This is an optimization exercise on Yosys and OpenROAD, whose aim is small area, a short achievable clock period and few clock cycles per item, not a production implementation. Only simulation tests tie the RTL to the original design; equivalence was not proved.

### flow/design.v
module timing_fsm (
    input  wire        clk,
    input  wire        rst,
    input  wire        advance,
    input  wire [11:0] spt_i,
    input  wire [4:0]  loop_bars_i,
    output reg  [3:0]  bar,
    output reg  [6:0]  tick,
    output reg         tick_start
);
    localparam [6:0] BAR_LEN = 7'd72;
    reg  [11:0] left;       
    wire next_start = tick_start ? (spt_i == 12'd1) : (left == 12'd2);
    wire tick_last  = (tick == BAR_LEN - 7'd1);
    wire bar_last   = ({1'b0, bar} + 5'd1 == loop_bars_i);
    always @(posedge clk) begin
        if (rst) begin
            bar        <= 4'd0;
            tick       <= 7'd0;
            tick_start <= 1'b1;
        end else if (advance) begin
            tick_start <= next_start;
            left       <= tick_start ? spt_i : left - 12'd1;
            if (next_start) begin
                if (tick_last) begin
                    tick <= 7'd0;
                    bar  <= bar_last ? 4'd0 : bar + 4'd1;
                end else begin
                    tick <= tick + 7'd1;
                end
            end
        end
    end
endmodule
module ring_ctrl (
    input  wire       clk,
    input  wire       rst,
    input  wire       start_i,
    input  wire       complete_i,
    input  wire       issue,           
    output wire       may_issue,       
    input  wire       frame_next,      
    input  wire       frame_done,      
    output reg  [1:0] filling,
    output reg  [4:0] frame_idx,
    output reg        stream_start_o,
    output wire [1:0] stream_slot_o
);
    reg [4:0] i_frame;
    reg [1:0] i_slot;
    reg       i_prefill;
    reg       prefill;
    reg [6:0] w_cnt;           
    reg       w_last;          
    reg       started;
    reg [1:0] playing;
    assign stream_slot_o = playing;
    assign may_issue = (i_frame != 5'd0) || i_prefill ||
                       (started && (i_slot != playing));
    always @(posedge clk) begin
        if (rst) begin
            i_frame   <= 5'd0;
            i_slot    <= 2'd0;
            i_prefill <= 1'b1;
        end else if (issue) begin
            i_frame <= i_frame + 5'd1;
            if (i_frame == 5'd31) begin
                i_slot <= i_slot + 2'd1;
                if (i_slot == 2'd3)
                    i_prefill <= 1'b0;
            end
        end
    end
    always @(posedge clk) begin
        if (rst) begin
            w_cnt   <= 7'd0;
            w_last  <= 1'b0;
            prefill <= 1'b1;
        end else begin
            if (frame_next) begin
                w_cnt  <= w_cnt + 7'd1;
                w_last <= (w_cnt == 7'd127);
            end
            if (frame_done && w_last)
                prefill <= 1'b0;
        end
        if (frame_next) begin
            frame_idx <= w_cnt[4:0];
            filling   <= w_cnt[6:5];
        end
    end
    always @(posedge clk) begin
        if (rst) begin
            playing        <= 2'd3;
            started        <= 1'b0;
            stream_start_o <= 1'b0;
        end else begin
            stream_start_o <= 1'b0;
            if (!started) begin
                if (start_i && !prefill) begin
                    started        <= 1'b1;
                    playing        <= playing + 2'd1;
                    stream_start_o <= 1'b1;
                end
            end else if (complete_i) begin
                playing        <= playing + 2'd1;
                stream_start_o <= 1'b1;
            end
        end
    end
endmodule
module voice_bank (
    input  wire        clk,
    input  wire        rst,
    input  wire        issue,       
    input  wire        init,        
    input  wire        trig_en,     
    input  wire [2:0]  trig_v,
    input  wire [3:0]  trig_lvl,
    input  wire        sub_en,      
    input  wire [17:0] smp_i,
    input  wire [95:0] len_i,
    output wire        item_last,   
    output wire        item_null,   
    output wire        item_new,    
    output wire [2:0]  item_v,      
    output wire [3:0]  item_lvl,
    output wire        trig_in_i,   
    output reg         samp_re_o,
    output reg  [2:0]  samp_k_o,
    output reg  [11:0] samp_i_o
);
    reg [11:0] pos [0:5];
    reg [3:0]  lvl [0:5];
    reg [5:0]  act;
    reg [5:0]  in_i;
    reg [5:0]  nxt;
    reg [5:0]  pend;
    reg        u_vld;       
    reg [5:0]  u_oh;
    reg [11:0] lenr;
    reg [11:0] pos_inc;     
    function [5:0] lowest;
        input [5:0] m;
        lowest = m & (~m + 6'd1);
    endfunction
    function [2:0] enc;
        input [5:0] oh;
        enc = {oh[4] | oh[5], oh[2] | oh[3], oh[1] | oh[3] | oh[5]};
    endfunction
    wire        wrap    = (pos_inc == lenr);
    wire [5:0]  act_cur = u_vld ? ((act & ~u_oh) | (wrap ? 6'd0 : u_oh)) : act;
    wire [5:0]  t_oh     = 6'd1 << trig_v;
    wire [5:0]  sel      = sub_en ? t_oh : nxt;
    wire        fwd      = u_vld && ((u_oh & nxt) != 6'd0);
    wire        cur_act  = (nxt & act_cur) != 6'd0;
    reg  [11:0] pos_sel;
    reg  [3:0]  lvl_sel;
    reg  [2:0]  k_sel;      
    reg  [2:0]  k_nxt;      
    integer v;
    always @(*) begin
        pos_sel = 12'd0;
        lvl_sel = 4'd0;
        k_sel   = 3'd0;
        k_nxt   = 3'd0;
        for (v = 0; v < 6; v = v + 1) begin
            pos_sel = pos_sel | (pos[v] & {12{nxt[v]}});
            lvl_sel = lvl_sel | (lvl[v] & {4{sel[v]}});
            k_sel   = k_sel | (smp_i[3*v +: 3] & {3{sel[v]}});
            k_nxt   = k_nxt | (smp_i[3*v +: 3] & {3{nxt[v]}});
        end
    end
    wire [11:0] addr    = !cur_act ? 12'd0 : fwd ? pos_inc : pos_sel;
    wire [11:0] len_sel = len_i[12*k_nxt +: 12];
    wire [5:0] rest = pend & ~nxt;
    assign item_last = (rest == 6'd0);
    assign item_null = (nxt == 6'd0);
    assign item_new  = !cur_act;
    assign item_v    = enc(sel);
    assign item_lvl  = lvl_sel;
    assign trig_in_i = (in_i & t_oh) != 6'd0;
    wire [5:0] in_next = (issue && !cur_act) ? (in_i | nxt) : in_i;
    wire [5:0] unc     = (issue && cur_act) ? nxt : 6'd0;
    wire [5:0] mask    = (issue && !item_last) ? rest : ~in_next;
    wire [5:0] grp_a   = mask & ~act_cur & ~unc;
    wire [5:0] grp_b   = mask & unc;
    wire [5:0] grp_c   = mask & act_cur & ~unc;
    wire [5:0] choice  = (grp_a != 6'd0) ? lowest(grp_a) :
                         (grp_b != 6'd0) ? grp_b : lowest(grp_c);
    always @(posedge clk) begin
        if (rst) begin
            act       <= 6'd0;
            in_i      <= 6'd0;
            lvl[0] <= 4'd0; lvl[1] <= 4'd0; lvl[2] <= 4'd0;
            lvl[3] <= 4'd0; lvl[4] <= 4'd0; lvl[5] <= 4'd0;
            nxt       <= 6'd0;
            pend      <= 6'd0;
            u_vld     <= 1'b0;
            samp_re_o <= 1'b0;
        end else begin
            u_vld     <= 1'b0;
            samp_re_o <= 1'b0;
            if (u_vld) begin
                act <= act_cur;
                for (v = 0; v < 6; v = v + 1)
                    if (u_oh[v])
                        pos[v] <= wrap ? 12'd0 : pos_inc;
            end
            if (trig_en) begin
                pos[trig_v]  <= 12'd1;
                lvl[trig_v]  <= trig_lvl;
                act[trig_v]  <= 1'b1;
                in_i[trig_v] <= 1'b0;
            end
            if (issue || init) begin
                nxt  <= choice;
                pend <= mask;
                in_i <= in_next;
            end
            if (issue) begin
                samp_re_o <= !item_null;
                u_vld     <= cur_act;
                u_oh      <= nxt;
            end
            if (sub_en)
                samp_re_o <= 1'b1;
        end
        samp_k_o <= k_sel;
        samp_i_o <= sub_en ? 12'd0 : addr;
        pos_inc  <= addr + 12'd1;
        lenr     <= len_sel;
    end
endmodule
module emphasis_gain_multiplier (
    input  wire        clk,
    input  wire [2:0]  v1,         
    input  wire [3:0]  lvl1,       
    input  wire        neg1,       
    input  wire        zero1,      
    input  wire [47:0] vol_i,
    input  wire [15:0] s,          
    output reg  [24:0] gs          
);
    reg  [7:0] vol2;
    reg  [3:0] lvl2;
    reg        neg2;
    reg        zero2;
    always @(posedge clk) begin
        vol2  <= vol_i[8*v1 +: 8];
        lvl2  <= lvl1;
        neg2  <= neg1;
        zero2 <= zero1;
    end
    wire [8:0]  gain = {1'b0, lvl2, 3'b000} + {2'b00, lvl2, 2'b00} + {1'b0, vol2};
    wire [10:0] gb   = {1'b0, gain, 1'b0};
    reg  [4:0]  d_neg, d_one, d_two;
    reg  [15:0] s3;
    integer i;
    always @(posedge clk) begin
        for (i = 0; i < 5; i = i + 1) begin
            d_neg[i] <= (gb[2*i+2] ^ neg2) && !zero2;
            d_one[i] <= (gb[2*i+1] ^ gb[2*i]) && !zero2;
            d_two[i] <= ((gb[2*i +: 3] == 3'b011) || (gb[2*i +: 3] == 3'b100)) && !zero2;
        end
        s3 <= s;
    end
    localparam [8:0] K_S1 = 9'b010101011;    
    localparam [8:0] K_S0 = 9'b010101100;    
    wire [24:0] row [0:4];
    genvar g;
    generate
        for (g = 0; g < 5; g = g + 1) begin : rows
            wire [16:0] mag = ({17{d_one[g]}} & {s3[15], s3}) | ({17{d_two[g]}} & {s3, 1'b0});
            wire [16:0] sm  = mag ^ {17{d_neg[g]}};
            if (g == 0) begin : r0
                assign row[g] = {(sm[16] ? K_S1 : K_S0), sm[15:0]};
            end else begin : rn
                assign row[g] = ({8'd0, ~sm[16], sm[15:0]} << (2 * g)) | ({24'd0, d_neg[g-1]} << (2 * g - 2));
            end
        end
    endgenerate
    wire [24:0] row5 = {16'd0, d_neg[4], 8'd0};
    function [49:0] csa;
        input [24:0] x, y, z;
        csa = {((x & y) | (x & z) | (y & z)) << 1, x ^ y ^ z};
    endfunction
    wire [49:0] l1a = csa(row[0], row[1], row[2]);
    wire [49:0] l1b = csa(row[3], row[4], row5);
    wire [49:0] l2  = csa(l1a[24:0], l1a[49:25], l1b[24:0]);
    wire [49:0] l3  = csa(l2[24:0], l2[49:25], l1b[49:25]);
    wire [12:0] lo;
    fast_add #(.W(13)) u_add_lo (.a({1'b0, l3[11:0]}), .b({1'b0, l3[36:25]}), .ci(1'b0), .s(lo));
    reg  [12:0] lo4;       
    reg  [12:0] hs4, hc4;  
    always @(posedge clk) begin
        lo4 <= lo;
        hs4 <= l3[24:12];
        hc4 <= l3[49:37];
    end
    wire [12:0] hi;
    fast_add #(.W(13)) u_add_hi (.a(hs4), .b(hc4), .ci(lo4[12]), .s(hi));
    always @(posedge clk)
        gs <= {hi, lo4[11:0]};
endmodule
module fast_add #(
    parameter W = 8
) (
    input  wire [W-1:0] a,
    input  wire [W-1:0] b,
    input  wire         ci,
    output wire [W-1:0] s
);
    assign s = a + b + {{(W-1){1'b0}}, ci};
endmodule
module mixer_acc (
    input  wire        clk,
    input  wire        rst,
    input  wire [2:0]  v4,         
    input  wire [35:0] pan_i,
    input  wire        from_i4,    
    input  wire        vld,        
    input  wire        to_i,       
    input  wire        last,       
    input  wire [24:0] gs,
    output reg         wr,         
    output reg         we,
    output reg  [31:0] word
);
    wire [5:0] pan = pan_i[6*v4 +: 6];
    reg  [2:0] p_neg, p_one, p_two;
    always @(posedge clk) begin
        p_neg[0] <= pan[1];
        p_one[0] <= pan[0];
        p_two[0] <= pan[1] && !pan[0];
        p_neg[1] <= pan[3];
        p_one[1] <= pan[2] ^ pan[1];
        p_two[1] <= (pan[3:1] == 3'b011) || (pan[3:1] == 3'b100);
        p_neg[2] <= 1'b0;
        p_one[2] <= pan[4] ^ pan[3];
        p_two[2] <= (pan[4] && pan[3]) || pan[5];
    end
    reg  [30:0] f_l;
    reg  [25:0] f_s;
    reg  [30:0] i_l;
    reg  [25:0] i_s;
    reg         i_ok;      
    reg         use_i, use_f;
    always @(posedge clk) begin
        use_i <= from_i4 && (i_ok || (vld && to_i));
        use_f <= !from_i4;
    end
    wire [30:0] base_l = ({31{use_i}} & i_l) | ({31{use_f}} & f_l);
    wire [25:0] base_s = ({26{use_i}} & i_s) | ({26{use_f}} & f_s);
    localparam [5:0] K_S1 = 6'b101011;    
    localparam [5:0] K_S0 = 6'b101100;    
    wire [30:0] row [0:2];
    genvar g;
    generate
        for (g = 0; g < 3; g = g + 1) begin : rows
            wire [25:0] mag = ({26{p_one[g]}} & {gs[24], gs}) | ({26{p_two[g]}} & {gs, 1'b0});
            wire [25:0] sm  = mag ^ {26{p_neg[g]}};
            if (g == 0) begin : r0
                assign row[g] = {(sm[25] ? K_S1 : K_S0), sm[24:0]};
            end else begin : rn
                assign row[g] = ({5'd0, ~sm[25], sm[24:0]} << (2 * g)) | ({30'd0, p_neg[g-1]} << (2 * g - 2));
            end
        end
    endgenerate
    function [61:0] csa;
        input [30:0] x, y, z;
        csa = {((x & y) | (x & z) | (y & z)) << 1, x ^ y ^ z};
    endfunction
    wire [61:0] l1 = csa(row[0], row[1], row[2]);
    wire [61:0] l2 = csa(l1[30:0], l1[61:31], base_l);
    wire [30:0] n_l;
    fast_add #(.W(31)) u_add (.a(l2[30:0]), .b(l2[61:31]), .ci(1'b0), .s(n_l));
    wire [25:0] n_s = base_s + {gs[24], gs};
    wire [30:0] r = {f_s, 5'b00000} - f_l;
    always @(posedge clk) begin
        if (rst) begin
            i_ok <= 1'b0;
            wr   <= 1'b0;
            we   <= 1'b0;
        end else begin
            if (vld && to_i)
                i_ok <= 1'b1;
            wr <= vld && last;
            we <= wr;
        end
        f_l <= n_l;
        f_s <= n_s;
        if (vld && to_i) begin
            i_l <= n_l;
            i_s <= n_s;
        end
        word <= {f_l[30:15], r[30:15]};
    end
endmodule
module audio_sequencer_timing_fsm (
    input  wire        clk,
    input  wire        rst,             
    input  wire [11:0] spt_i,           
    input  wire [4:0]  loop_bars_i,     
    input  wire [35:0] pan_i,           
    input  wire [47:0] vol_i,           
    input  wire [17:0] smp_i,           
    input  wire [95:0] len_i,           
    input  wire        start_i,
    input  wire        complete_i,
    output wire        stream_start_o,
    output wire [1:0]  stream_slot_o,
    output wire        ring_we_o,
    output wire [1:0]  ring_slot_o,
    output wire [4:0]  ring_frame_o,
    output wire [31:0] ring_wdata_o,
    output reg         song_re_o,
    output wire [3:0]  song_b_o,
    input  wire [2:0]  song_d_i,
    output reg         pat_re_o,
    output reg  [2:0]  pat_p_o,
    output reg  [2:0]  pat_v_o,
    output wire [6:0]  pat_t_o,
    input  wire [7:0]  pat_d_i,
    output wire        samp_re_o,
    output wire [2:0]  samp_k_o,
    output wire [11:0] samp_i_o,
    input  wire [15:0] samp_d_i
);
    wire frame_start;
    wire may_issue;
    wire frame_next;
    ring_ctrl u_ring (
        .clk            (clk),
        .rst            (rst),
        .start_i        (start_i),
        .complete_i     (complete_i),
        .issue          (frame_start),
        .may_issue      (may_issue),
        .frame_next     (frame_next),
        .frame_done     (ring_we_o),
        .filling        (ring_slot_o),
        .frame_idx      (ring_frame_o),
        .stream_start_o (stream_start_o),
        .stream_slot_o  (stream_slot_o)
    );
    wire [3:0] bar;
    wire [6:0] tick;
    wire       tick_start;
    timing_fsm u_timing (
        .clk         (clk),
        .rst         (rst),
        .advance     (frame_start),
        .spt_i       (spt_i),
        .loop_bars_i (loop_bars_i),
        .bar         (bar),
        .tick        (tick),
        .tick_start  (tick_start)
    );
    assign song_b_o = bar;
    assign pat_t_o  = tick;
    localparam [2:0] S_IDLE  = 3'd0,    
                     S_FRAME = 3'd1,    
                     S_SONG  = 3'd2,    
                     S_SDAT  = 3'd3,    
                     S_PAT   = 3'd4,    
                     S_TRIG  = 3'd5,    
                     S_INIT  = 3'd6,    
                     S_FIRST = 3'd7;    
    reg  [2:0] state;
    reg        pr_vld;         
    reg  [2:0] pr_v;
    reg        pd_vld;         
    reg  [2:0] pd_v;
    reg        pd_hit;         
    reg  [3:0] pd_lvl;         
    wire       trig   = pd_vld && pd_hit;
    assign frame_start = (state == S_IDLE && may_issue && !tick_start) ||
                         (state == S_FIRST);
    wire   issue       = frame_start || (state == S_FRAME);
    wire       item_last, item_null, item_new, trig_in_i;
    wire [2:0] item_v;
    wire [3:0] item_lvl;
    wire       sub = trig && trig_in_i;    
    voice_bank u_voices (
        .clk       (clk),
        .rst       (rst),
        .issue     (issue),
        .init      (state == S_INIT),
        .trig_en   (trig),
        .trig_v    (pd_v),
        .trig_lvl  (pd_lvl),
        .sub_en    (sub),
        .smp_i     (smp_i),
        .len_i     (len_i),
        .item_last (item_last),
        .item_null (item_null),
        .item_new  (item_new),
        .item_v    (item_v),
        .item_lvl  (item_lvl),
        .trig_in_i (trig_in_i),
        .samp_re_o (samp_re_o),
        .samp_k_o  (samp_k_o),
        .samp_i_o  (samp_i_o)
    );
    reg        t1_vld, t1_from, t1_to, t1_last, t1_neg, t1_zero;
    reg  [2:0] t1_v;
    reg  [3:0] t1_lvl;
    always @(posedge clk) begin
        if (rst) begin
            state     <= S_IDLE;
            song_re_o <= 1'b0;
            pat_re_o  <= 1'b0;
            pat_v_o   <= 3'd0;
            pat_p_o   <= 3'd0;
            pr_vld    <= 1'b0;
            pd_vld    <= 1'b0;
            t1_vld    <= 1'b0;
        end else begin
            song_re_o <= 1'b0;
            pr_vld    <= pat_re_o;
            pd_vld    <= pr_vld;
            t1_vld    <= issue || sub;
            case (state)
                S_IDLE: begin
                    if (may_issue && tick_start) begin
                        song_re_o <= 1'b1;
                        state     <= S_SONG;
                    end
                end
                S_SONG: state <= S_SDAT;
                S_SDAT: begin
                    pat_p_o  <= song_d_i;
                    pat_re_o <= 1'b1;
                    pat_v_o  <= 3'd0;
                    state    <= S_PAT;
                end
                S_PAT: begin
                    if (pat_v_o == 3'd5) begin
                        pat_re_o <= 1'b0;
                        state    <= S_TRIG;
                    end else begin
                        pat_v_o <= pat_v_o + 3'd1;
                    end
                end
                S_TRIG: begin
                    if (pd_vld && pd_v == 3'd5)
                        state <= S_INIT;
                end
                S_INIT: state <= S_FIRST;
                default: ;
            endcase
            if (issue)
                state <= item_last ? S_IDLE : S_FRAME;
        end
        pr_v    <= pat_v_o;
        pd_v    <= pr_v;
        pd_hit  <= (pat_d_i[7:4] == 4'h3) && (pat_d_i[3:0] != 4'h0) && (pat_d_i[3:0] <= 4'h9);
        pd_lvl  <= pat_d_i[3:0] - 4'd1;
        t1_from <= frame_start || sub;
        t1_to   <= sub || (item_new && !item_null);
        t1_last <= issue && item_last;
        t1_neg  <= sub;
        t1_zero <= issue && item_null;
        t1_v    <= item_v;
        t1_lvl  <= item_lvl;
    end
    reg        t2_vld, t2_from, t2_to, t2_last;
    reg  [2:0] t2_v;
    reg        t3_vld, t3_from, t3_to, t3_last;
    reg  [2:0] t3_v;
    reg        t4_vld, t4_from, t4_to, t4_last;
    reg  [2:0] t4_v;
    reg        t5_vld, t5_to, t5_last;
    always @(posedge clk) begin
        if (rst) begin
            t2_vld <= 1'b0;
            t3_vld <= 1'b0;
            t4_vld <= 1'b0;
            t5_vld <= 1'b0;
        end else begin
            t2_vld <= t1_vld;
            t3_vld <= t2_vld;
            t4_vld <= t3_vld;
            t5_vld <= t4_vld;
        end
        {t2_from, t2_to, t2_last, t2_v} <= {t1_from, t1_to, t1_last, t1_v};
        {t3_from, t3_to, t3_last, t3_v} <= {t2_from, t2_to, t2_last, t2_v};
        {t4_from, t4_to, t4_last, t4_v} <= {t3_from, t3_to, t3_last, t3_v};
        {t5_to, t5_last}                <= {t4_to, t4_last};
    end
    wire [24:0] gs;
    emphasis_gain_multiplier u_gain (
        .clk    (clk),
        .v1     (t1_v),
        .lvl1   (t1_lvl),
        .neg1   (t1_neg),
        .zero1  (t1_zero),
        .vol_i  (vol_i),
        .s      (samp_d_i),
        .gs     (gs)
    );
    mixer_acc u_mix (
        .clk    (clk),
        .rst    (rst),
        .v4     (t4_v),
        .pan_i  (pan_i),
        .from_i4(t4_from),
        .vld    (t5_vld),
        .to_i   (t5_to),
        .last   (t5_last),
        .gs     (gs),
        .wr     (frame_next),
        .we     (ring_we_o),
        .word   (ring_wdata_o)
    );
endmodule
### flow/flow/run.sh
#!/bin/bash
# Layout flow: the standard layout (standard.sh, every ORFS step as the
# standard flow runs it), with the port buffers that global placement puts on
# every input and output made sky130_fd_sc_hd__buf_2 cells.
set -e
export BUFFER_PORTS_ARGS="-buffer_cell sky130_fd_sc_hd__buf_2"
bash standard.sh > standard.log 2>&1
### flow/standard.sh
#!/bin/bash
# synth_recipe.tcl (not shown) runs the flow's synth.tcl, then flattens the netlist and writes it again
# the make line also repeats each setting of config.mk as NAME=value (left out here)
make -C /OpenROAD-flow-scripts/flow DESIGN_CONFIG=/design/flow/config.mk WORK_HOME=/design/flow/orfs CLKGATE_MAP_FILE= SYNTH_SCRIPT=/design/flow/synth_recipe.tcl "${@:-finish}"
### flow/config.mk
export PLATFORM = sky130hd
export DESIGN_NAME = audio_sequencer_timing_fsm
export DESIGN_NICKNAME = audio_sequencer_timing_fsm
export VERILOG_FILES = /design/flow/design.v
export SDC_FILE = /design/flow/constraint.sdc
export NUM_CORES = 4
export LEC_CHECK = 0
export ABC_CLOCK_PERIOD_IN_PS = 4000
export CAP_MARGIN = 70
export CORE_MARGIN = 2
export CORE_UTILIZATION = 40
export PLACE_DENSITY = 0.6
export SLEW_MARGIN = 70
export SYNTH_HIERARCHICAL = 1
### flow/constraint.sdc
create_clock -name core_clock -period 14.0 [get_ports {clk}]
set_input_delay 2.8000 -clock core_clock [delete_from_list [all_inputs] [get_ports {clk}]]
set_output_delay 2.8000 -clock core_clock [all_outputs]
set_load 0.01 [all_outputs]
==> results of run 1 <==
[routing by layer]
layer / track usage / part of all wire / up-vias
met5: 0 / 0 / -
met4: 0.0834 / 0.042 / 0
met3: 0.0302 / 0.058 / 183
met2: 0.354 / 0.47 / 898
met1: 0.269 / 0.43 / 12100
li1: - / - / 12300
[per-stage QoR]
| stage | util | setup WS, ns | instances |
|---|---|---|---|
| 6_report | 0.472 | 9.61 | 4652 |
| 5_1_grt | 0.472 | 9.42 | 4652 |
| 4_1_cts | 0.469 | 9.65 | 4648 |
| 3_5_place_dp | 0.442 | 9.25 | 4537 |
| 3_3_place_gp | 0.436 | 8.83 | 4526 |
| 2_1_floorplan | - | 9.67 | 3329 |
[final cells by class]
cell class,instances,area share
Sequential cell,548,0.330
Inverter,150,0.0156
Timing Repair Buffer,367,0.0578
Tap cell,1040,0.0355
Multi-Input combinational cell,2436,0.504
Clock buffer,73,0.0437
Clock inverter,38,0.0138
[cell usage after synthesis, drive strengths merged (106+ instances only)]
cell type    n
nor2       370
fa         106
xnor2      167
xor2       114
ha         171
nand2      194
dfxtp      442
a21oi      203
a22oi      198
o21ai      135
edfxtp     106
inv        149
clkbuf     135
[flip-flops by register name (all words and copies together) (netlist names), 13 cells and up]
name and count:
u_gain.hs4 13, u_mix.i_l 31, u_mix.word 32, u_gain.gs 25, u_gain.lo4 13, u_voices.lvl 24, u_gain.s3 16, u_voices.pos 72
u_mix.i_s 26, u_mix.f_l 31, u_mix.f_s 26, u_gain.hc4 13
[logic make-up after synthesis]
logic type,after synthesis
and+or+nand+nor,951
AOI/OAI and AO/OA,856
muxes,58
buffers and inverters,345
xor gates and xnor gates,281
DFF,548
other,2
adders and majority gates,280
[modules after synthesis, one instance, submodules excluded, a selection]
module                      cells  times used
audio_sequencer_timing_fsm    144           1
emphasis_gain_multiplier      515           1
mixer_acc                     894           1
ring_ctrl                     104           1
timing_fsm                    157           1
voice_bank                   1094           1
[worst max path at each step]
stage                         from                  to  slack [ns]  depth (start not counted)
floorplan           u_mix.p_one[0]       u_mix.i_l[20]        9.67                         14
global route        u_mix.p_one[1]       u_mix.i_l[20]        9.42                         13
finish              u_mix.p_one[1]       u_mix.i_l[26]        9.61                         13
detailed placement             rst  u_voices.lvl[2][2]        9.25                          7
CTS                 u_mix.p_one[1]       u_mix.i_l[20]        9.65                         13
global placement               rst  u_voices.pos[3][0]        8.83                          6
==> impl_metrics.csv, run 1 <==
group,metric,value,unit
cts,clkSinkCount,548,
worst_setup_path,r2r_cells,13,
placed_design,io_buffers,323,
sta,hold_violations,0,
floorplan,core_region_area,77700,um2
worst_setup_path,cp.arrival,4.77,ns
worst_setup_path,path_class,"flip-flop to flip-flop",
detailed_routing,wire_per_inst,18.7,um
floorplan,ioPinCount,324,
cts,clock_path_buffers,3,
logic_synthesis,synthCells,3321,
logic_synthesis,synth_top_family_by_area,"compound AO/OA/AOI/OAI gates",
worst_setup_path,rr_endpoint,"u_mix.i_l[26]",
cts,clkLatencyLatePin,0.66,ns
final_layout,diodes,0,
cts,clk_pin_slew_worst_paths,0.07,ns
run,maxCapViolCount,0,
logic_synthesis,synth.cell_area,31500,um2
worst_hold_path,hold_path.startpoint,"t1_to",
cts,cts_setup_buffers,0,
cts,cts_tree,"built",
worst_setup_path,critical_path.slowest_cell,"fa_1",
sta,hold_slack,0.282,ns
sta,fin_tns_setup,0,ns
final_layout,drive_gt1_frac,0.181,
worst_setup_path,cp_slowest_stage_delay,0.53,ns
final_layout,finalNetCount,4085,
detailed_routing,drt-initial-drc-count,2110,
worst_hold_path,holdPathEnd,"t2_to",
logic_synthesis,ys.flop_type,"dfxtp_1",
global_routing,grt_usage,0.209,
sta,period_needed,4.39,ns
final_layout,multi_input_area,18500,um2
detailed_routing,routed_wl,87200,um
logic_synthesis,synth-edff-count,106,
sta,rsz0062_at_grt,"false",
floorplan,die_area,81100,um2
logic_synthesis,synth_top_cell_area_share,0.281,
final_layout,seqCellArea,12100,um2
cts,cts_max_level,2,
worst_hold_path,worstHoldPathType,"flip-flop to flip-flop",
sta,slew_violations,0,
status,outcome,"complete, no violations",
worst_setup_path,critical_path_buf_inv_count,2,
logic_synthesis,synth-xor-area-share,0.0795,
worst_setup_path,worstPathCellList,"buf_4 -> a22oi_1 -> xor2_1 -> fa_1 -> inv_1 -> fa_1 -> ha_1 -> nand4_1 -> o22ai_1 -> nor3b_1 -> nor3_1 -> o21a_1 -> xnor2_1",
logic_synthesis,yosys.area.top_type,"dfxtp_1",
global_routing,grt_max_degree,49,
logic_synthesis,ys_warn_count,12,
floorplan,start_util,0.406,
logic_synthesis,ys_ff_latch,548,
global_routing,grt-ovfl-total,0,
cts,cts_resized,0,
logic_synthesis,synthTopCellsByArea,"dfxtp_1, edfxtp_1, ha_1, fa_1, a22oi_1",
detailed_routing,vias,25400,
detailed_routing,viasPerCell,5.47,
logic_synthesis,synth-compound-area-share,0.189,
worst_setup_path,crit_required,14.38,ns
global_routing,grt_pass1_wl,137000,um
detailed_routing,drtPass1Iterations,9,
worst_setup_path,r2r_setup_slack,9.61,ns
detailed_routing,ant_nets,0,
placed_design,dp_hpwl,65100,um
floorplan,rows,102,
sta,fmax,228,MHz
floorplan,die_h,285,um
worst_hold_path,whs_path_depth,0,
worst_setup_path,cpMostUsedCell,"fa_1",
logic_synthesis,yosys-mux-area-fraction,0.0247,
placed_design,gp_congestion,0.916,
final_layout,syn2layout_area_growth,16.3,%
global_routing,grt_pass1_vias,24700,
placed_design,place_area,34400,um2
sta,fin_crit_sh,0.314,
floorplan,die-width,285,um
global_routing,antenna_found_initial,2,
worst_setup_path,crit_path_start_kind,"flip-flop",
sta,setup_violations,0,
cts,cts-root-buf,"clkbuf_16",
cts,cts_buffers,59,
worst_setup_path,worst_setup_path_end_kind,"flip-flop",
worst_setup_path,r2r_start,"u_mix.p_one[1]",
worst_setup_path,cp_max_fo,26,
logic_synthesis,seq_area_frac_synth,0.382,
worst_setup_path,cp_top_family,"adder cells",
detailed_routing,drc,0,
final_layout,fillerInstances,7307,
sta,fin_skew,0.0465,ns
final_layout,final_cell_mix,"dfxtp_1, nor2_1, buf_2",
logic_synthesis,synthSimpleGateAreaFrac,0.143,
final_layout,final_common_cell,"dfxtp_1",
logic_synthesis,synth-async-reset-ratio,0,
final_layout,finalInstanceArea,36700,um2
logic_synthesis,synth_cell_types,107,
logic_synthesis,yosys.area_share.adder,0.136,
logic_synthesis,avgSynthCellArea,9.49,um2
cts,ctsHoldBuffers,0,
Testbench counts, summed over its fixed seeds: cycles 18,920, frames 16,384.
==> inputs of run 2 (changes only) <==
--- a/flow/design.v
+++ b/flow/design.v
@@ -241,5 +241,6 @@
     input  wire [47:0] vol_i,
     input  wire [15:0] s,          
-    output reg  [24:0] gs          
+    output reg  [24:0] gs,         
+    output reg  [26:0] gs3         
 );
     reg  [7:0] vol2;
@@ -301,6 +302,10 @@
     wire [12:0] hi;
     fast_add #(.W(13)) u_add_hi (.a(hs4), .b(hc4), .ci(lo4[12]), .s(hi));
-    always @(posedge clk)
-        gs <= {hi, lo4[11:0]};
+    wire [24:0] gs_n  = {hi, lo4[11:0]};
+    wire [26:0] gs3_n = {{2{gs_n[24]}}, gs_n} + {gs_n[24], gs_n, 1'b0};
+    always @(posedge clk) begin
+        gs  <= gs_n;
+        gs3 <= gs3_n;
+    end
 endmodule
 module fast_add #(
@@ -324,4 +329,5 @@
     input  wire        last,       
     input  wire [24:0] gs,
+    input  wire [26:0] gs3,
     output reg         wr,         
     output reg         we,
@@ -329,15 +335,24 @@
 );
     wire [5:0] pan = pan_i[6*v4 +: 6];
-    reg  [2:0] p_neg, p_one, p_two;
+    reg        p_neg;           
+    reg  [3:0] p0;              
+    reg  [3:0] p1;              
+    wire [2:0] d1 = {1'b0, pan[4]} * 2 + pan[3] + pan[2];
     always @(posedge clk) begin
-        p_neg[0] <= pan[1];
-        p_one[0] <= pan[0];
-        p_two[0] <= pan[1] && !pan[0];
-        p_neg[1] <= pan[3];
-        p_one[1] <= pan[2] ^ pan[1];
-        p_two[1] <= (pan[3:1] == 3'b011) || (pan[3:1] == 3'b100);
-        p_neg[2] <= 1'b0;
-        p_one[2] <= pan[4] ^ pan[3];
-        p_two[2] <= (pan[4] && pan[3]) || pan[5];
+        p_neg <= pan[2];
+        case (pan[2:0])
+            3'b001, 3'b111: p0 <= 4'b0001;
+            3'b010, 3'b110: p0 <= 4'b0010;
+            3'b011, 3'b101: p0 <= 4'b0100;
+            3'b100:         p0 <= 4'b1000;
+            default:        p0 <= 4'b0000;
+        endcase
+        case (pan[5] ? 3'd4 : d1)
+            3'd1:    p1 <= 4'b0001;
+            3'd2:    p1 <= 4'b0010;
+            3'd3:    p1 <= 4'b0100;
+            3'd4:    p1 <= 4'b1000;
+            default: p1 <= 4'b0000;
+        endcase
     end
     reg  [30:0] f_l;
@@ -353,27 +368,20 @@
     wire [30:0] base_l = ({31{use_i}} & i_l) | ({31{use_f}} & f_l);
     wire [25:0] base_s = ({26{use_i}} & i_s) | ({26{use_f}} & f_s);
-    localparam [5:0] K_S1 = 6'b101011;    
-    localparam [5:0] K_S0 = 6'b101100;    
-    wire [30:0] row [0:2];
-    genvar g;
-    generate
-        for (g = 0; g < 3; g = g + 1) begin : rows
-            wire [25:0] mag = ({26{p_one[g]}} & {gs[24], gs}) | ({26{p_two[g]}} & {gs, 1'b0});
-            wire [25:0] sm  = mag ^ {26{p_neg[g]}};
-            if (g == 0) begin : r0
-                assign row[g] = {(sm[25] ? K_S1 : K_S0), sm[24:0]};
-            end else begin : rn
-                assign row[g] = ({5'd0, ~sm[25], sm[24:0]} << (2 * g)) | ({30'd0, p_neg[g-1]} << (2 * g - 2));
-            end
-        end
-    endgenerate
-    function [61:0] csa;
-        input [30:0] x, y, z;
-        csa = {((x & y) | (x & z) | (y & z)) << 1, x ^ y ^ z};
-    endfunction
-    wire [61:0] l1 = csa(row[0], row[1], row[2]);
-    wire [61:0] l2 = csa(l1[30:0], l1[61:31], base_l);
+    localparam [4:0] K_S1 = 5'b10111;    
+    localparam [4:0] K_S0 = 5'b11000;    
+    wire [26:0] m1 = {{2{gs[24]}}, gs};
+    wire [26:0] m2 = {gs[24], gs, 1'b0};
+    wire [26:0] m4 = {gs, 2'b00};
+    wire [26:0] mag0 = ({27{p0[0]}} & m1) | ({27{p0[1]}} & m2) |
+                       ({27{p0[2]}} & gs3) | ({27{p0[3]}} & m4);
+    wire [26:0] mag1 = ({27{p1[0]}} & m1) | ({27{p1[1]}} & m2) |
+                       ({27{p1[2]}} & gs3) | ({27{p1[3]}} & m4);
+    wire [26:0] sm0  = mag0 ^ {27{p_neg}};
+    wire [30:0] row0 = {(sm0[26] ? K_S1 : K_S0), sm0[25:0]};
+    wire [30:0] row1 = {1'b0, ~mag1[26], mag1[25:0], 2'b00, p_neg};
+    wire [30:0] c_s = row0 ^ row1 ^ base_l;
+    wire [30:0] c_c = ((row0 & row1) | (row0 & base_l) | (row1 & base_l)) << 1;
     wire [30:0] n_l;
-    fast_add #(.W(31)) u_add (.a(l2[30:0]), .b(l2[61:31]), .ci(1'b0), .s(n_l));
+    fast_add #(.W(31)) u_add (.a(c_s), .b(c_c), .ci(1'b0), .s(n_l));
     wire [25:0] n_s = base_s + {gs[24], gs};
     wire [30:0] r = {f_s, 5'b00000} - f_l;
@@ -591,4 +599,5 @@
     end
     wire [24:0] gs;
+    wire [26:0] gs3;
     emphasis_gain_multiplier u_gain (
         .clk    (clk),
@@ -599,5 +608,6 @@
         .vol_i  (vol_i),
         .s      (samp_d_i),
-        .gs     (gs)
+        .gs     (gs),
+        .gs3    (gs3)
     );
     mixer_acc u_mix (
@@ -611,4 +621,5 @@
         .last   (t5_last),
         .gs     (gs),
+        .gs3    (gs3),
         .wr     (frame_next),
         .we     (ring_we_o),
--- a/flow/config.mk
+++ b/flow/config.mk
@@ -10,4 +10,6 @@
 export CORE_MARGIN = 2
 export CORE_UTILIZATION = 40
+export CTS_CLUSTER_DIAMETER = 90
+export CTS_CLUSTER_SIZE = 28
 export PLACE_DENSITY = 0.6
 export SLEW_MARGIN = 70
==> run 2 against run 1 <==
  * Die area rose by 4.1%
  * Sequential cell count rose by 26
  * Register-to-register slack improved by 0.27 ns
  * Critical endpoint is now u_gain.gs3[25]
  * Area after synthesis rose by 4.1%
  * Via count rose by 4.1%
  * Critical path depth rose by 1
  * Cell area rose by 0.84%
  * Sequential share of layout area rose by 1.1 points
  * First-iteration DRC count fell by 6.2%
==> impl_metrics.csv, run 2 <==
group,metric,value,unit
status,outcome,"complete, no violations",
global_routing,grt-ovfl-total,0,
cts,clkSinkCount,574,
cts,cts_buffers,29,
worst_setup_path,r2r_setup_slack,9.88,ns
floorplan,die_area,84300,um2
logic_synthesis,synth_top_cell_area_share,0.286,
detailed_routing,viasPerCell,5.52,
global_routing,grt_usage,0.204,
cts,clock_path_buffers,3,
final_layout,finalNetCount,4217,
logic_synthesis,synthTopCellsByArea,"dfxtp_1, edfxtp_1, ha_1, xnor2_1, fa_1",
cts,cts_tree,"built",
floorplan,rows,105,
final_layout,fillerInstances,7890,
sta,hold_violations,0,
detailed_routing,ant_nets,0,
worst_hold_path,whs_path_depth,0,
worst_setup_path,cp.arrival,4.67,ns
cts,cts_resized,0,
global_routing,antenna_found_initial,16,
global_routing,grt_pass1_vias,25600,
final_layout,regMostFlops,"u_voices.pos",
detailed_routing,drc,0,
cts,cts_setup_buffers,0,
run,maxCapViolCount,0,
worst_hold_path,worstHoldPathType,"flip-flop to flip-flop",
worst_setup_path,worst_setup_path_end_kind,"flip-flop",
sta,period_needed,4.12,ns
floorplan,die-width,290,um
sta,fmax,243,MHz
floorplan,core_region_area,81700,um2
sta,fin_tns_setup,0,ns
worst_hold_path,holdPathEnd,"t4_v[0]",
floorplan,ioPinCount,324,
placed_design,dp_hpwl,67600,um
final_layout,multi_input_area,19400,um2
logic_synthesis,yosys.area.top_type,"dfxtp_1",
logic_synthesis,synth.cell_area,32800,um2
detailed_routing,drtPass1Iterations,6,
detailed_routing,wire_per_inst,18.5,um
worst_setup_path,crit_path_start_kind,"flip-flop",
sta,rsz0062_at_grt,"false",
worst_setup_path,critical_path.slowest_cell,"or4_1",
logic_synthesis,ys_ff_latch,574,
worst_setup_path,rr_endpoint,"u_gain.gs3[25]",
worst_setup_path,cp_max_fo,5,
cts,cts-root-buf,"clkbuf_16",
cts,ctsHoldBuffers,0,
sta,slew_violations,0,
logic_synthesis,synth-async-reset-ratio,0,
final_layout,largest_reg_flops,72,
worst_setup_path,cp_slowest_stage_delay,0.55,ns
worst_setup_path,worstPathCellList,"fa_1 -> fa_1 -> a211oi_1 -> nor2_1 -> o21ai_0 -> and2b_1 -> xnor2_1 -> ha_1 -> nand4_1 -> or4_1 -> o21ai_1 -> or3_4 -> a21oi_2 -> o21ai_0",
logic_synthesis,yosysMostFrequentCell,"dfxtp_1",
placed_design,io_buffers,323,
final_layout,seqCellArea,12600,um2
floorplan,die_h,290,um
final_layout,largestRegisters,"u_voices.pos (72), u_mix.word (32)",
final_layout,utilization,0.452,
sta,fin_skew,0.0256,ns
final_layout,final_common_cell,"dfxtp_1",
detailed_routing,routed_wl,89000,um
logic_synthesis,seq_area_frac_synth,0.383,
logic_synthesis,synthCells,3499,
sta,hold_slack,0.331,ns
final_layout,final_cell_mix,"dfxtp_1, nor2_1, buf_2",
placed_design,gp_congestion,0.949,
logic_synthesis,synth-edff-count,106,
final_layout,drive_gt1_frac,0.162,
sta,fin_crit_sh,0.294,
worst_setup_path,r2r_cells,14,
cts,clkLatencyLatePin,0.64,ns
detailed_routing,drt-initial-drc-count,1979,
detailed_routing,vias,26500,
worst_setup_path,path_class,"flip-flop to flip-flop",
sta,setup_violations,0,
cts,clk_pin_slew_worst_paths,0.10,ns
worst_setup_path,crit_required,14.55,ns
logic_synthesis,ys_warn_count,12,
worst_hold_path,hold_path.startpoint,"t3_v[0]",
logic_synthesis,ys.flop_type,"dfxtp_1",
logic_synthesis,yosys-top-cells-count,"dfxtp_1, nor2_1, nand2_1",
final_layout,syn2layout_area_growth,12.6,%
floorplan,start_util,0.402,
logic_synthesis,synth_cell_types,112,
cts,cts_max_level,1,
worst_setup_path,r2r_start,"u_gain.hs4[0]",
global_routing,grt_max_degree,59,
global_routing,grt_pass1_wl,141000,um
logic_synthesis,avgSynthCellArea,9.38,um2
[run 2: changes by cell type in the layout (fill, tap and decap cells not counted), sizes merged, moves of 25 or more]
| cell | delta |
|---|---|
| inv | -25 |
| clkbuf | -34 |
| xor2 | -49 |
| dfxtp | +26 |
| nand2 | +38 |
| xnor2 | +42 |
[run 2: worst max-delay path: cells and delay by family, from the launching register on]
family	cells	cell delay, ns
compound gates	5	1.06
fa+ha+maj	3	1.28
xor+xnor	1	0.12
simple gates	5	1.23
flops	1	0.33
[run 2: cell type report]
type                    count  share of cell area
flip-flops and latches    574               0.342
clock inverters            13             0.00616
repair buffers            368              0.0558
diodes                     11            0.000745
multi-input cells        2605               0.525
clock buffers              40              0.0216
well taps                1070              0.0362
inverters                 120              0.0124
[run 2: stage by stage]
step                      area (um2)  cells  setup slack [ns]
final                          37000   4801              9.88
after CTS                      36800   4788              9.84
after global placement         35200   4720              8.97
after floorplan                32800   3507              9.76
after detailed placement       35800   4735              9.52
after global routing           37000   4801              9.58
[run 2: worst max path at each step]
stage | to | slack [ns] | start
floorplan | u_mix.p1[3] | 9.76 | pan_i[20]
global placement | u_voices.pos[4][0] | 8.97 | rst
detailed placement | u_voices.lvl[3][2] | 9.52 | rst
CTS | song_b_o[0] | 9.84 | u_timing.bar[0]
global route | u_gain.gs3[25] | 9.58 | u_gain.hs4[0]
finish | u_gain.gs3[25] | 9.88 | u_gain.hs4[0]
[run 2: per-module statistics from Yosys, one instance, submodules excluded, excerpt]
module / flip-flops and latches / cells / area, um2 / times used
timing_fsm: 24 / 157 / 1450 / 1
emphasis_gain_multiplier: 134 / 728 / 7760 / 1
audio_sequencer_timing_fsm: 61 / 144 / 1750 / 1
ring_ctrl: 28 / 104 / 1120 / 1
voice_bank: 167 / 1104 / 8690 / 1
mixer_acc: 160 / 849 / 9030 / 1
[run 2: cells by family (layout without fill, tap and decap cells)]
| group | Yosys count | after routing | synth area share |
|---|---|---|---|
| fa+ha+maj | 276 | 276 | 0.124 |
| buf+inv | 328 | 541 | 0.0397 |
| mux | 61 | 61 | 0.0244 |
| other cells | 2 | 21 | 0.000229 |
| flops | 574 | 574 | 0.383 |
| compound gates | 953 | 953 | 0.207 |
| xor+xnor | 274 | 274 | 0.0731 |
| simple gates | 1031 | 1031 | 0.149 |
[run 2: layer usage]
| layer | track usage | wire length, um | share of wire |
|---|---|---|---|
| met4 | 0.0695 | 3050 | 0.034 |
| met1 | 0.275 | 40200 | 0.45 |
| met3 | 0.0262 | 4760 | 0.053 |
| met2 | 0.339 | 40900 | 0.46 |
| met5 | 0 | 36 | 0.00040 |
Testbench counts of run 2, summed over its fixed seeds: cycles 18,920, frames 16,384.
==> inputs of run 3 (changes only) <==
--- a/flow/config.mk
+++ b/flow/config.mk
@@ -10,6 +10,4 @@
 export CORE_MARGIN = 2
 export CORE_UTILIZATION = 40
-export CTS_CLUSTER_DIAMETER = 90
-export CTS_CLUSTER_SIZE = 28
 export PLACE_DENSITY = 0.6
 export SLEW_MARGIN = 70
==> run 3 against run 2 <==
  * Critical endpoint is now song_b_o[0]
  * Highest routed layer unchanged
  * Still clean
  * First-iteration DRC count fell by 2.3%
  * Synthesized cell count did not move
==> impl_metrics.csv, run 3 <==
group,metric,value,unit
status,outcome,"complete, no violations",
logic_synthesis,yosys-mux-area-fraction,0.0244,
detailed_routing,viasPerCell,5.51,
cts,clkLatencyLatePin,0.62,ns
final_layout,final_cell_mix,"dfxtp_1, nor2_1, buf_2",
worst_setup_path,critical_path_buf_inv_count,1,
worst_setup_path,cp_top_family,"flip-flops",
run,maxCapViolCount,0,
cts,cts-root-buf,"clkbuf_16",
final_layout,layout.cells.non_filler,4873,
floorplan,die_h,290,um
global_routing,grt-ovfl-total,0,
final_layout,fillerInstances,7771,
floorplan,die_area,84300,um2
worst_setup_path,r2r_start,"u_gain.hs4[0]",
logic_synthesis,synth-async-reset-ratio,0,
worst_setup_path,r2r_cells,14,
cts,cts_max_level,3,
global_routing,grt_pass1_wl,142000,um
placed_design,gp_congestion,0.949,
global_routing,antenna_found_initial,17,
placed_design,dp_hpwl,67600,um
worst_setup_path,worstPathCellList,"buf_2",
logic_synthesis,yosys.area.top_type,"dfxtp_1",
detailed_routing,ant_nets,0,
final_layout,final_common_cell,"dfxtp_1",
worst_setup_path,crit_required,11.20,ns
logic_synthesis,ys_ff_latch,574,
floorplan,core_region_area,81700,um2
worst_setup_path,cp_slowest_stage_delay,0.48,ns
global_routing,grt_usage,0.208,
logic_synthesis,synthSimpleGateAreaFrac,0.149,
floorplan,ioPinCount,324,
logic_synthesis,ys_warn_count,12,
cts,cts_resized,0,
sta,fin_skew,0.0263,ns
cts,cts_setup_buffers,0,
logic_synthesis,synth-compound-area-share,0.207,
sta,hold_violations,0,
logic_synthesis,synth.cell_area,32800,um2
worst_setup_path,cp_max_fo,6,
global_routing,grt_max_degree,59,
logic_synthesis,synthCells,3499,
logic_synthesis,seq_area_frac_synth,0.383,
final_layout,finalNetCount,4256,
logic_synthesis,yosys.area_share.adder,0.124,
detailed_routing,wire_per_inst,18.5,um
detailed_routing,drtPass1Iterations,8,
worst_hold_path,whs_path_depth,0,
worst_setup_path,r2r_setup_slack,9.93,ns
placed_design,place_inst,4735,
cts,cts_buffers,68,
final_layout,largest_reg_flops,72,
worst_setup_path,worst_setup_path_end_kind,"output pin",
detailed_routing,vias,26900,
logic_synthesis,synthTopCellsByArea,"dfxtp_1, edfxtp_1, ha_1, xnor2_1, fa_1",
worst_setup_path,rr_endpoint,"u_gain.gs3[25]",
sta,slew_violations,0,
logic_synthesis,synth-xor-area-share,0.0731,
sta,rsz0062_at_grt,"false",
sta,fin_crit_sh,0.291,
cts,clkSinkCount,574,
logic_synthesis,avgSynthCellArea,9.38,um2
sta,fmax,245,MHz
worst_setup_path,cp.arrival,1.28,ns
cts,clock_path_buffers,3,
logic_synthesis,yosysMostFrequentCell,"dfxtp_1",
global_routing,grt_pass1_vias,26100,
worst_setup_path,critical_path.slowest_cell,"dfxtp_1",
sta,fin_tns_setup,0,ns
worst_hold_path,hold_path.startpoint,"t3_from",
floorplan,start_util,0.402,
worst_setup_path,cp-endpoint,"song_b_o[0]",
placed_design,io_buffers,323,
floorplan,rows,105,
cts,cts_tree,"built",
detailed_routing,drt-initial-drc-count,1934,
cts,ctsHoldBuffers,0,
detailed_routing,drc,0,
final_layout,syn2layout_area_growth,16.9,%
worst_hold_path,worstHoldPathType,"flip-flop to flip-flop",
final_layout,regMostFlops,"u_voices.pos",
logic_synthesis,ys.flop_type,"dfxtp_1",
floorplan,die-width,290,um
sta,setup_ws,9.92,ns
placed_design,place_ws,9.52,ns
logic_synthesis,synth_top_family_by_area,"compound AO/OA/AOI/OAI gates",
final_layout,drive_gt1_frac,0.178,
logic_synthesis,synth-edff-count,106,
worst_setup_path,crit_path_start_kind,"flip-flop",
cts,clk_pin_slew_worst_paths,0.06,ns
logic_synthesis,synth_top_cell_area_share,0.286,
final_layout,largestRegisters,"u_voices.pos (72), u_mix.word (32)",
sta,setup_violations,0,
worst_setup_path,path_class,"flip-flop to output pin",
sta,period_needed,4.08,ns
worst_setup_path,cp-startpoint,"u_timing.bar[0]",
detailed_routing,routed_wl,90200,um
worst_setup_path,worstSetupPathDepth,1,
logic_synthesis,yosys-top-cells-count,"dfxtp_1, nor2_1, nand2_1",
logic_synthesis,synth_cell_types,112,
==> run 3: cell counts after synthesis <==
No cell type changed its count.
==> run 3: logic make-up (layout without fill, tap and decap cells) <==
group,after synthesis,in the layout
simple gates,1031,1031
compound gates,953,953
buf+inv,328,613
mux,61,61
other cells,2,21
xor+xnor,274,274
flops,574,574
fa+ha+maj,276,276
==> run 3: metrics by stage <==
step	util	hold WS (ns)	instance area, um2
floorplan	-	0.310	32800
global placement	0.431	0.311	35200
detailed placement	0.438	0.312	35800
CTS	0.467	0.322	38200
global route	0.469	0.331	38400
finish	0.469	0.323	38400
==> run 3: per-module statistics from Yosys (local to each module, per instance), a selection <==
module | copies in the design | flip-flops and latches | cells | area (um2)
audio_sequencer_timing_fsm | 1 | 61 | 144 | 1750
ring_ctrl | 1 | 28 | 104 | 1120
mixer_acc | 1 | 160 | 849 | 9030
voice_bank | 1 | 167 | 1104 | 8690
timing_fsm | 1 | 24 | 157 | 1450
emphasis_gain_multiplier | 1 | 134 | 728 | 7760
==> run 3: area by class of cell <==
cell class	count	area, um2	area share
multi-input cells	2605	19400	0.506
clock buffers	85	1900	0.0495
diodes	11	27.5	0.000718
clock inverters	40	517	0.0135
repair buffers	368	2060	0.0538
flip-flops and latches	574	12600	0.329
inverters	120	458	0.0119
well taps	1070	1340	0.0349
==> run 3: per-layer routing <==
metal  track usage  wire length [um]
met5             0                36
met4        0.0847              3420
met3        0.0336              5330
met2         0.339             41200
met1         0.276             40200
==> run 3: worst min-delay path by stage <==
stage | endpoint | slack [ns]
6_report | t4_from | 0.32
5_1_grt | t4_v[0] | 0.33
4_1_cts | t4_v[1] | 0.32
3_5_place_dp | t3_last | 0.31
3_3_place_gp | t3_v[0] | 0.31
2_1_floorplan | pd_v[0] | 0.31
==> inputs of run 4 (changes only) <==
--- a/flow/config.mk
+++ b/flow/config.mk
@@ -7,8 +7,10 @@
 export LEC_CHECK = 0
 export ABC_CLOCK_PERIOD_IN_PS = 4000
-export CAP_MARGIN = 70
+export CAP_MARGIN = 50
 export CORE_MARGIN = 2
 export CORE_UTILIZATION = 40
+export CTS_CLUSTER_DIAMETER = 70
+export CTS_CLUSTER_SIZE = 20
 export PLACE_DENSITY = 0.6
-export SLEW_MARGIN = 70
+export SLEW_MARGIN = 50
 export SYNTH_HIERARCHICAL = 1
==> run 4 against run 3 <==
  * Clock skew grew 0.017 ns
  * First-iteration DRC count grew 2.6%
  * Worst hold slack is essentially flat
  * Non-clock buffer count shrank 16
  * Sequential cell count is the same
  * Register-to-register slack lost 0.19 ns
  * Global-route usage shrank 0.34 points
  * Critical path depth grew 5
  * Via count shrank 0.98%
==> impl_metrics.csv, run 4 <==
group,metric,value,unit
status,outcome,"complete, no violations",
floorplan,die_h,290,um
sta,fin_skew,0.0431,ns
final_layout,largest_reg_flops,72,
worst_setup_path,cp_max_fo,58,
placed_design,gp_congestion,0.949,
placed_design,dp_hpwl,67000,um
logic_synthesis,synth-async-reset-ratio,0,
global_routing,busiest_layer,"met2",
worst_setup_path,crit_required,14.47,ns
final_layout,final_common_cell,"dfxtp_1",
logic_synthesis,yosys-top-cells-count,"dfxtp_1, nor2_1, nand2_1",
cts,cts_setup_buffers,0,
worst_setup_path,r2r_setup_slack,9.74,ns
logic_synthesis,yosys.area.top_type,"dfxtp_1",
global_routing,use_met1,0.273,
sta,rsz0062_at_grt,"false",
floorplan,die_area,84300,um2
final_layout,largestRegisters,"u_voices.pos (72), u_mix.word (32)",
worst_setup_path,path_class,"input port to flip-flop",
detailed_routing,drc,0,
global_routing,grt_usage,0.205,
worst_setup_path,cpMostUsedCell,"buf_4",
detailed_routing,drt-initial-drc-count,1985,
sta,period_needed,4.30,ns
cts,cts_resized,0,
cts,cts_max_level,2,
cts,cts_tree,"built",
final_layout,fillerInstances,7910,
global_routing,grt_pass1_vias,25600,
worst_setup_path,worst_setup_path_end_kind,"flip-flop",
global_routing,use_met2,0.338,
logic_synthesis,synth-edff-count,106,
final_layout,final_cell_mix,"dfxtp_1, nor2_1, buf_2",
worst_setup_path,worstPathCellList,"buf_4 -> inv_1 -> nand3_1 -> nor2_1 -> buf_4 -> and2_1",
worst_setup_path,crit_path_start_kind,"input port",
worst_setup_path,cp_slowest_stage_delay,0.50,ns
worst_setup_path,critical_path_buf_inv_count,3,
cts,clkSinkCount,574,
global_routing,grt_pass1_wl,140000,um
worst_setup_path,r2r_cells,11,
detailed_routing,ant_nets,0,
final_layout,layout.cells.non_filler,4809,
floorplan,core_region_area,81700,um2
logic_synthesis,synth_top_cell_area_share,0.286,
worst_setup_path,cp.arrival,4.77,ns
worst_setup_path,cp-startpoint,"rst",
sta,hold_violations,0,
worst_setup_path,worstSetupPathDepth,6,
detailed_routing,viasPerCell,5.53,
worst_setup_path,rr_endpoint,"u_mix.i_l[27]",
detailed_routing,vias,26600,
logic_synthesis,synth.cell_area,32800,um2
sta,fin_tns_setup,0,ns
worst_setup_path,cp-endpoint,"u_voices.lvl[3][0]",
worst_hold_path,worstHoldPathType,"flip-flop to flip-flop",
floorplan,start_util,0.402,
floorplan,die-width,290,um
global_routing,grt-ovfl-total,0,
worst_setup_path,cp_top_family,"buffers and inverters",
global_routing,grt_max_degree,59,
worst_setup_path,critical_path.slowest_cell,"inv_1",
logic_synthesis,ys_ff_latch,574,
sta,setup_violations,0,
logic_synthesis,synthTopCellsByArea,"dfxtp_1, edfxtp_1, ha_1, xnor2_1, fa_1",
cts,clock_path_buffers,3,
logic_synthesis,seq_area_frac_synth,0.383,
sta,fmax,233,MHz
detailed_routing,drtPass1Iterations,5,
floorplan,ioPinCount,324,
placed_design,place_inst,4720,
sta,slew_headroom,0.485,
cts,cts_buffers,43,
sta,fin_crit_sh,0.307,
cts,clk_pin_slew_worst_paths,0.08,ns
run,maxCapViolCount,0,
sta,worst_slew_pin_slew,0.763,ns
placed_design,io_buffers,323,
cts,cts-root-buf,"clkbuf_16",
logic_synthesis,synth_cell_types,112,
final_layout,regMostFlops,"u_voices.pos",
global_routing,use_met3,0.0311,
final_layout,finalNetCount,4215,
cts,clkLatencyLatePin,0.61,ns
logic_synthesis,synthCells,3499,
logic_synthesis,yosysMostFrequentCell,"dfxtp_1",
detailed_routing,routed_wl,89300,um
logic_synthesis,ys_warn_count,12,
sta,slew_violations,0,
final_layout,syn2layout_area_growth,11.9,%
cts,ctsHoldBuffers,0,
worst_setup_path,r2r_start,"u_mix.p0[2]",
logic_synthesis,ys.flop_type,"dfxtp_1",
detailed_routing,wire_per_inst,18.6,um
global_routing,antenna_found_initial,16,
floorplan,rows,105,
final_layout,drive_gt1_frac,0.145,
logic_synthesis,avgSynthCellArea,9.38,um2
-- run 4: cell count changes in the layout (fill, tap and decap cells not counted), sizes merged --
cell           before  now
buf               366  352
clkdlybuf4s18       1    0
clkbuf             85   52
inv               130  128
bufinv              9    1
clkinv             19   14
clkdlybuf4s50       1    0
-- run 4: cells by family after synthesis --
family | synth area share
fa+ha+maj | 0.124
simple gates | 0.149
compound gates | 0.207
flops | 0.383
buf+inv | 0.0397
xor+xnor | 0.0731
other cells | 0.000229
mux | 0.0244
-- run 4: stage by stage --
| step | worst slack (ns) | area, um2 | util | hold slack [ns] |
|---|---|---|---|---|
| 6_report | 9.70 | 36700 | 0.450 | 0.324 |
| 5_1_grt | 9.57 | 36700 | 0.449 | 0.331 |
| 4_1_cts | 9.60 | 36700 | 0.449 | 0.326 |
| 3_5_place_dp | 8.97 | 35300 | 0.432 | 0.312 |
| 3_3_place_gp | 8.97 | 35200 | 0.431 | 0.311 |
| 2_1_floorplan | 9.76 | 32800 | - | 0.310 |
-- run 4: per-module statistics from Yosys, one instance, submodules excluded, a selection --
module,cells,cell area [um2]
mixer_acc,849,9030
voice_bank,1104,8690
emphasis_gain_multiplier,728,7760
audio_sequencer_timing_fsm,144,1750
timing_fsm,157,1450
ring_ctrl,104,1120
-- run 4: worst min-delay path by stage --
| stage | from | endpoint | slack, ns | cells after the start |
|---|---|---|---|---|
| global placement | t2_v[0] | t3_v[0] | 0.31 | 0 |
| detailed placement | t1_to | t2_to | 0.31 | 0 |
| finish | t1_neg | u_gain.neg2 | 0.32 | 0 |
| CTS | t3_from | t4_from | 0.33 | 0 |
| global route | t1_neg | u_gain.neg2 | 0.33 | 0 |
| floorplan | pr_v[0] | pd_v[0] | 0.31 | 0 |
-- run 4: worst reg2reg max path, delay by kind of cell, from the launching register on --
family	cells	cell delay, ns
and+or+nand+nor	1	0.43
adders and majority gates	2	1.02
xor gates and xnor gates	1	0.15
DFF	1	0.50
muxes	1	0.22
AOI/OAI and AO/OA	6	1.72
-- run 4: layout make-up --
| class | instances | area, um2 | share of cell area |
|---|---|---|---|
| well taps | 1070 | 1340 | 0.0364 |
| clock inverters | 25 | 292 | 0.00794 |
| clock buffers | 52 | 1130 | 0.0308 |
| inverters | 120 | 452 | 0.0123 |
| multi-input cells | 2605 | 19100 | 0.519 |
| repair buffers | 352 | 1840 | 0.0502 |
| flip-flops and latches | 574 | 12600 | 0.342 |
| diodes | 11 | 27.5 | 0.000749 |
-- run 4: metal layers --
| metal | vias to the layer above | wire length [um] | share of wire |
|---|---|---|---|
| met2 | 841 | 41200 | 0.46 |
| met5 | - | 39 | 0.00044 |
| met4 | 6 | 2930 | 0.033 |
| met3 | 154 | 5060 | 0.057 |
| met1 | 12600 | 40100 | 0.45 |
| li1 | 13000 | - | - |

==> separate check: timing with driven ports <==
The results above use ideal ports. As a check the final layouts listed here were re-extracted and re-timed, cells and wires unchanged. Step 1: set_driving_cell puts a clkbuf_16 on clk and a buf_2 on each other input, an assumption about the parent block. Step 2 times the ports against the registers' clock, not the clock port: input delays grow and output delays shrink by t, the midpoint of the rising clock arrivals with the driver on. a / b / c = ideal ports / drivers / drivers and shift; a / b = the first two.
| run | t, ns | slack for setup (ns) | worst hold slack (ns) |
|---|---|---|---|
| run 1 | 0.707 | 9.609 / 9.609 / 9.287 | 0.282 / 0.282 / 0.282 |
| run 2 | 0.700 | 9.882 / 9.815 / 9.365 | 0.331 / 0.331 / 0.331 |
| run 3 | 0.663 | 9.920 / 9.861 / 9.339 | 0.323 / 0.323 / 0.323 |
| run 4 | 0.646 | 9.700 / 9.735 / 9.089 | 0.324 / 0.324 / 0.324 |
After both steps every run listed still meets setup and hold. For run 4, which loses most, drivers alone change the setup slack by +0.035 ns; drivers and shift together by -0.611 ns.
